What follows belongs to an exercise in optimizing a design on an open flow for small area, a short achievable clock period and few clock cycles; a production flow would make more cautious choices.
Function was checked by simulation only, so behaviour that the tests miss may differ from the original.

==> v10 <==
// pix_tobj
module pix_tobj (
    input  wire        clk,
    input  wire        rst,
    input  wire        in_valid,
    output wire        in_ready,
    input  wire [31:0] ta,
    input  wire [31:0] vir,
    input  wire [31:0] alpha,
    output reg         out_valid,
    output wire [31:0] out_to,
    output reg  [15:0] out_enc,
    output reg         out_clamped
);
Settings: LEC_CHECK=0, ABC_AREA=1, CAP_MARGIN=60, CORE_MARGIN=2, CORE_UTILIZATION=55, PLACE_DENSITY=0.7, SLEW_MARGIN=80; clock period 20.0 ns.
run.sh (not shown) runs the stock make flow with config.mk's settings and CLKGATE_MAP_FILE= SYNTH_SCRIPT=/design/flow/synth_recipe.tcl, a recipe that flattens the netlist after the stock synthesis.
==> v24: changes against v10 <==
--- a/flow/design.v
+++ b/flow/design.v
@@ -265,61 +265,52 @@
     output reg  [31:0] v
 );
     wire [23:0] m  = {1'b1, w[22:0]};
     wire [28:0] p  = {1'b0, m, 4'd0} + {2'b00, m, 3'd0} + {5'd0, m};
     wire        wn = (w[30:23] == 8'hFF) && (w[22:0] != 23'd0);
     wire        wi = (w[30:0] == 31'h7F800000);
     wire        wz = (w[30:23] == 8'd0);
-    wire [23:0] nm  = p[28] ? p[28:5] : p[27:4];
-    wire        g   = p[28] ? p[4] : p[3];
-    wire        st  = p[28] ? (p[3:0] != 4'd0) : (p[2:0] != 3'd0);
-    wire [9:0]  ef  = {2'b00, w[30:23]} + (p[28] ? 10'd7 : 10'd6);
+    reg  [28:0] s1_p;
+    reg  [7:0]  s1_f;
+    reg         s1_s;
+    reg  [1:0]  s1_c;    
+    always @(posedge clk) begin
+        s1_p <= p;
+        s1_f <= w[30:23];
+        s1_s <= w[31];
+        s1_c <= wn ? 2'd1 : wi ? 2'd2 : wz ? 2'd3 : 2'd0;
+    end
+    wire [23:0] nm  = s1_p[28] ? s1_p[28:5] : s1_p[27:4];
+    wire        g   = s1_p[28] ? s1_p[4] : s1_p[3];
+    wire        st  = s1_p[28] ? (s1_p[3:0] != 4'd0) : (s1_p[2:0] != 3'd0);
+    wire [9:0]  ef  = {2'b00, s1_f} + (s1_p[28] ? 10'd7 : 10'd6);
     wire        inc = g & (st | nm[0]);
     wire [30:0] pk  = {ef[7:0], nm[22:0]} + {30'd0, inc};
     always @(posedge clk) begin
-        if (wn)                  v <= 32'h7FC00000;
-        else if (wi)             v <= {w[31], 8'hFF, 23'd0};
-        else if (wz)             v <= {w[31], 31'd0};
-        else if (ef >= 10'd255)  v <= {w[31], 8'hFF, 23'd0};
-        else                     v <= {w[31], pk};
+        case (s1_c)
+            2'd1:    v <= 32'h7FC00000;
+            2'd2:    v <= {s1_s, 8'hFF, 23'd0};
+            2'd3:    v <= {s1_s, 31'd0};
+            default: v <= (ef >= 10'd255) ? {s1_s, 8'hFF, 23'd0} : {s1_s, pk};
+        endcase
     end
 endmodule
 module fp_div (
     input  wire        clk,
     input  wire [31:0] a,
     input  wire [31:0] b,
     output reg  [31:0] r
 );
     localparam [31:0] QNAN = 32'h7FC00000;
     localparam [1:0]  C_NUM = 2'd0, C_NAN = 2'd1, C_INF = 2'd2, C_ZERO = 2'd3;
-    function [28:0] psub(input [27:0] a, input [27:0] b);
-        reg [27:0] g, p, G, P;
-        integer    l, i;
-        begin
-            g = a & ~b;
-            p = a ^ ~b;
-            G = g;
-            P = p;
-            G[0] = g[0] | p[0];           
-            for (l = 0; l < 5; l = l + 1)
-                for (i = 27; i >= 0; i = i - 1)
-                    if (((i >> l) & 1) == 1) begin
-                        G[i] = G[i] | (P[i] & G[((i >> l) << l) - 1]);
-                        P[i] = P[i] & P[((i >> l) << l) - 1];
-                    end
-            psub[0] = ~p[0];
-            for (i = 1; i < 28; i = i + 1) psub[i] = p[i] ^ G[i-1];
-            psub[28] = G[27];
-        end
-    endfunction
     function [24:0] dstep(input [23:0] rem, input [23:0] d);
-        reg [28:0] t;
+        reg [24:0] t;
         begin
-            t = psub({3'b000, rem, 1'b0}, {4'b0000, d});
-            dstep = t[28] ? {1'b1, t[23:0]} : {1'b0, rem[22:0], 1'b0};
+            t = {rem, 1'b0} - {1'b0, d};
+            dstep = t[24] ? {1'b0, rem[22:0], 1'b0} : {1'b1, t[23:0]};
         end
     endfunction
     wire               as, bs;
     wire signed [11:0] ae, be;
     wire [23:0]        am, bm;
     wire               az, ai, an, bz, bi, bn;
     fp_unpack ua (.x(a), .s(as), .e(ae), .m(am), .is_zero(az), .is_inf(ai), .is_nan(an));
@@ -398,77 +389,57 @@
     wire [1:0] uc = (un || (us && !uz)) ? C_NAN : uz ? C_ZERO : ui ? C_INF : C_NUM;
     wire               x_s = us;
     wire signed [11:0] x_e = ue;
     wire [22:0]        x_m = um[22:0];
     wire [1:0]         x_c = uc;
     wire [25:0] x_R  = x_e[0] ? {1'b1, x_m, 2'b00} : {2'b01, x_m, 1'b0};
     wire [7:0]  x_ef = x_e[8:1] + 8'd127;    
-    reg [26:0] sr_rem  [0:8];
-    reg [24:0] sr_root [0:8];
-    reg [25:0] sr_R    [0:8];
-    reg [7:0]  sr_ef   [0:8];
-    reg        sr_s    [0:8];
-    reg [1:0]  sr_c    [0:8];
-    function [28:0] psub(input [27:0] a, input [27:0] b);
-        reg [27:0] g, p, G, P;
-        integer    l, i;
-        begin
-            g = a & ~b;
-            p = a ^ ~b;
-            G = g;
-            P = p;
-            G[0] = g[0] | p[0];           
-            for (l = 0; l < 5; l = l + 1)
-                for (i = 27; i >= 0; i = i - 1)
-                    if (((i >> l) & 1) == 1) begin
-                        G[i] = G[i] | (P[i] & G[((i >> l) << l) - 1]);
-                        P[i] = P[i] & P[((i >> l) << l) - 1];
-                    end
-            psub[0] = ~p[0];
-            for (i = 1; i < 28; i = i + 1) psub[i] = p[i] ^ G[i-1];
-            psub[28] = G[27];
-        end
-    endfunction
+    reg [26:0] sr_rem  [0:9];
+    reg [24:0] sr_root [0:9];
+    reg [25:0] sr_R    [0:9];
+    reg [7:0]  sr_ef   [0:9];
+    reg        sr_s    [0:9];
+    reg [1:0]  sr_c    [0:9];
     function [52:0] sstep(input [26:0] rem, input [24:0] root, input [1:0] pr, input integer j);
         reg [27:0] rs, tr, df;
         reg [27:0] mk;
         reg        g;
         begin
             mk = (28'd1 << (j + 2)) - 28'd1;
             rs = ({rem, pr}) & mk;
             tr = ({root, 2'b01}) & mk;
-            {g, df} = psub(rs, tr);
+            df = rs - tr;
+            g  = (rs >= tr);
             rs = g ? df : rs;
             mk = (28'd1 << (j + 1)) - 28'd1;
             rs = rs & mk;
             sstep = {g, rs[26:0], root[23:0], g};
         end
     endfunction
     function [1:0] pairof(input [25:0] R, input integer j);
         begin
             if (j <= 13) pairof = R[27 - 2*j -: 2];
             else         pairof = 2'b00;
         end
     endfunction
     wire [52:0] z2 = sstep({25'd0, x_R[25:24] - 2'd1}, 25'd1, x_R[23:22], 2);
     wire [52:0] z3 = sstep(z2[51:25], z2[24:0], x_R[21:20], 3);
-    wire [52:0] z4 = sstep(z3[51:25], z3[24:0], x_R[19:18], 4);
     always @(posedge clk) begin
-        sr_rem[0]  <= z4[51:25];
-        sr_root[0] <= z4[24:0];
-        sr_R[0]    <= x_R & 26'h003FFFF;
+        sr_rem[0]  <= z3[51:25];
+        sr_root[0] <= z3[24:0];
+        sr_R[0]    <= x_R & 26'h00FFFFF;
         sr_ef[0]   <= x_ef;
         sr_s[0]    <= x_s;
         sr_c[0]    <= x_c;
     end
     genvar n;
     generate
-        for (n = 1; n <= 8; n = n + 1) begin : g_s
-            localparam integer F  = (n == 1) ? 5 : (n <= 3) ? 3*n + 3 : 15 + 2*(n-4);
-            localparam integer NS = (n == 1) ? 4 : (n <= 3) ? 3 : 2;
+        for (n = 1; n <= 9; n = n + 1) begin : g_s
+            localparam integer F  = (n <= 3) ? 3*n + 1 : 13 + 2*(n-4);
+            localparam integer NS = (n <= 3) ? 3 : 2;
             localparam integer LS = F + NS - 1;            
             reg [26:0] rm;
             reg [24:0] rt;
             reg [52:0] z;
             integer    jj;
             always @* begin
                 rm = sr_rem[n-1];
@@ -485,22 +456,22 @@
                 sr_R[n]    <= (LS >= 13) ? 26'd0 : (sr_R[n-1] & ((26'd1 << (26 - 2*LS)) - 26'd1));
                 sr_ef[n]   <= sr_ef[n-1];
                 sr_s[n]    <= sr_s[n-1];
                 sr_c[n]    <= sr_c[n-1];
             end
         end
     endgenerate
-    wire [26:0] rs25 = {sr_rem[8][24:0], 2'b00};
-    wire [26:0] tr25 = {sr_root[8][23:0], 2'b01};
-    wire [24:0] Q    = {sr_root[8][23:0], rs25 >= tr25};
-    wire [30:0] pk   = {sr_ef[8], Q[23:1]} + {30'd0, Q[0]};
+    wire [26:0] rs25 = {sr_rem[9][24:0], 2'b00};
+    wire [26:0] tr25 = {sr_root[9][23:0], 2'b01};
+    wire [24:0] Q    = {sr_root[9][23:0], rs25 >= tr25};
+    wire [30:0] pk   = {sr_ef[9], Q[23:1]} + {30'd0, Q[0]};
     always @(posedge clk) begin
-        case (sr_c[8])
+        case (sr_c[9])
             C_NAN:   r <= QNAN;
-            C_ZERO:  r <= {sr_s[8], 31'd0};
+            C_ZERO:  r <= {sr_s[9], 31'd0};
             C_INF:   r <= 32'h7F800000;
             default: r <= {1'b0, pk};
         endcase
     end
 endmodule
 module fp_enc (
     input  wire [31:0] v,
@@ -545,15 +516,15 @@
     input  wire [31:0] alpha,
     output reg         out_valid,
     output wire [31:0] out_to,
     output reg  [15:0] out_enc,
     output reg         out_clamped
 );
     localparam [31:0] K_KELVIN = 32'h43889333;    
-    localparam integer L_DIV = 14, L_ADD = 3, L_SQ1 = 10, L_SQ2 = 10, L_M100 = 1;
+    localparam integer L_DIV = 14, L_ADD = 3, L_SQ1 = 11, L_SQ2 = 11, L_M100 = 2;
     localparam integer L_TOT = L_DIV + L_ADD + L_SQ1 + L_SQ2 + L_ADD + L_ADD + L_M100 + 1;
     localparam integer L_TO  = L_ADD + L_M100 + 1;    
     localparam [4:0]   SW_MIN = 5'd16;                 
     reg         rdy;
     reg         in_v, in_new;
     reg  [31:0] vir_r, al_r;
     reg  [31:0] lt_ta;
Settings changed: CTS_BUF_LIST set to sky130_fd_sc_hd__clkbuf_8.
==> notes <==
In sequential share of layout area, v24 and v10 hardly differ. Between v10 and v24, the lower clock-buffer cell count is in v10 (gap 224). Cell count: v10 is lower than v24 (6.3%). Against v24, the core utilization of v10 is lower by 0.19 points. Between v24 and v10, the lower maximum frequency is in v10 (gap about 18%, measured against v10). Against v10, the area after synthesis of v24 is higher by 4.8%. In v10 the die area is smaller than in v24, by about 4.5%. Between v10 and v24, the lower first-iteration DRC count is in v24 (gap 0.24%, measured against v24).
==> figures <==
Run status: v24 complete, no violations; v10 complete, no violations
Yosys top cell area share: v24 31.74%; v10 31.59%
Clock tree buffer count of the final layout: v24 649; v10 425
Layout Nets: v24 26,912; v10 25,521
Placed insts: v24 28,720; v10 27,230
Area fraction in compound gates after synthesis: v24 16.09%; v10 13.87%
Final core area utilization: v24 63.33%; v10 63.14%
Initial standard-cell utilization of the core: v24 55.35%; v10 55.15%
Number of flip-flops and latches: v24 3,155; v10 3,008
Fraction of final layout cells with drive strength greater than 1: v24 10.65%; v10 9.403%
Achievable frequency: v24 141.5 MHz; v10 119.4 MHz
Vias in the first global route: v24 153,236; v10 140,681
Met1 GRT Util: v24 31.16%; v10 32.97%
Stage delay of the slowest cell on the critical path: v24 0.38 ns; v10 0.37 ns
Insertion delay to the later sink of the worst-skew pair: v24 1.22 ns; v10 0.93 ns
Aggregate global-route resource usage: v24 25.84%; v10 25.66%
Vias per Instance: v24 5.302; v10 5.239
Min Clock Period, post-route: v24 7.066 ns; v10 8.372 ns
Testbench counts of v10, summed over its fixed seeds: cycles 2,408.
Testbench counts of v24, summed over its fixed seeds: cycles 2,432.

## static timing again, ports no longer ideal
How much do the figures lean on ideal ports? The routed layouts below were timed once more, with nothing changed but the port constraints. Step 1 sets driving cells, clkbuf_16 on the clock port and buf_2 on the other inputs (assumed; they add their load-dependent delay and slew). Step 2 moves the port delays by t, midway between the first and last clock arrival at a register: inputs arrive t later, outputs are due t later. That takes back most of the time a late clock gives input paths. Three values: no drivers, after step 1, after step 2; two values: the first two.
run	t (ns)	setup WS [ns]	worst slew at a driven data input, ns
v10	1.012	11.628 / 11.628 / 11.628	0.09
v24	1.266	12.934 / 12.934 / 12.772	0.09
After both steps every run listed still meets setup and hold. For v24, which loses most, drivers alone change the setup slack by 0.000 ns; drivers and shift together by -0.162 ns.
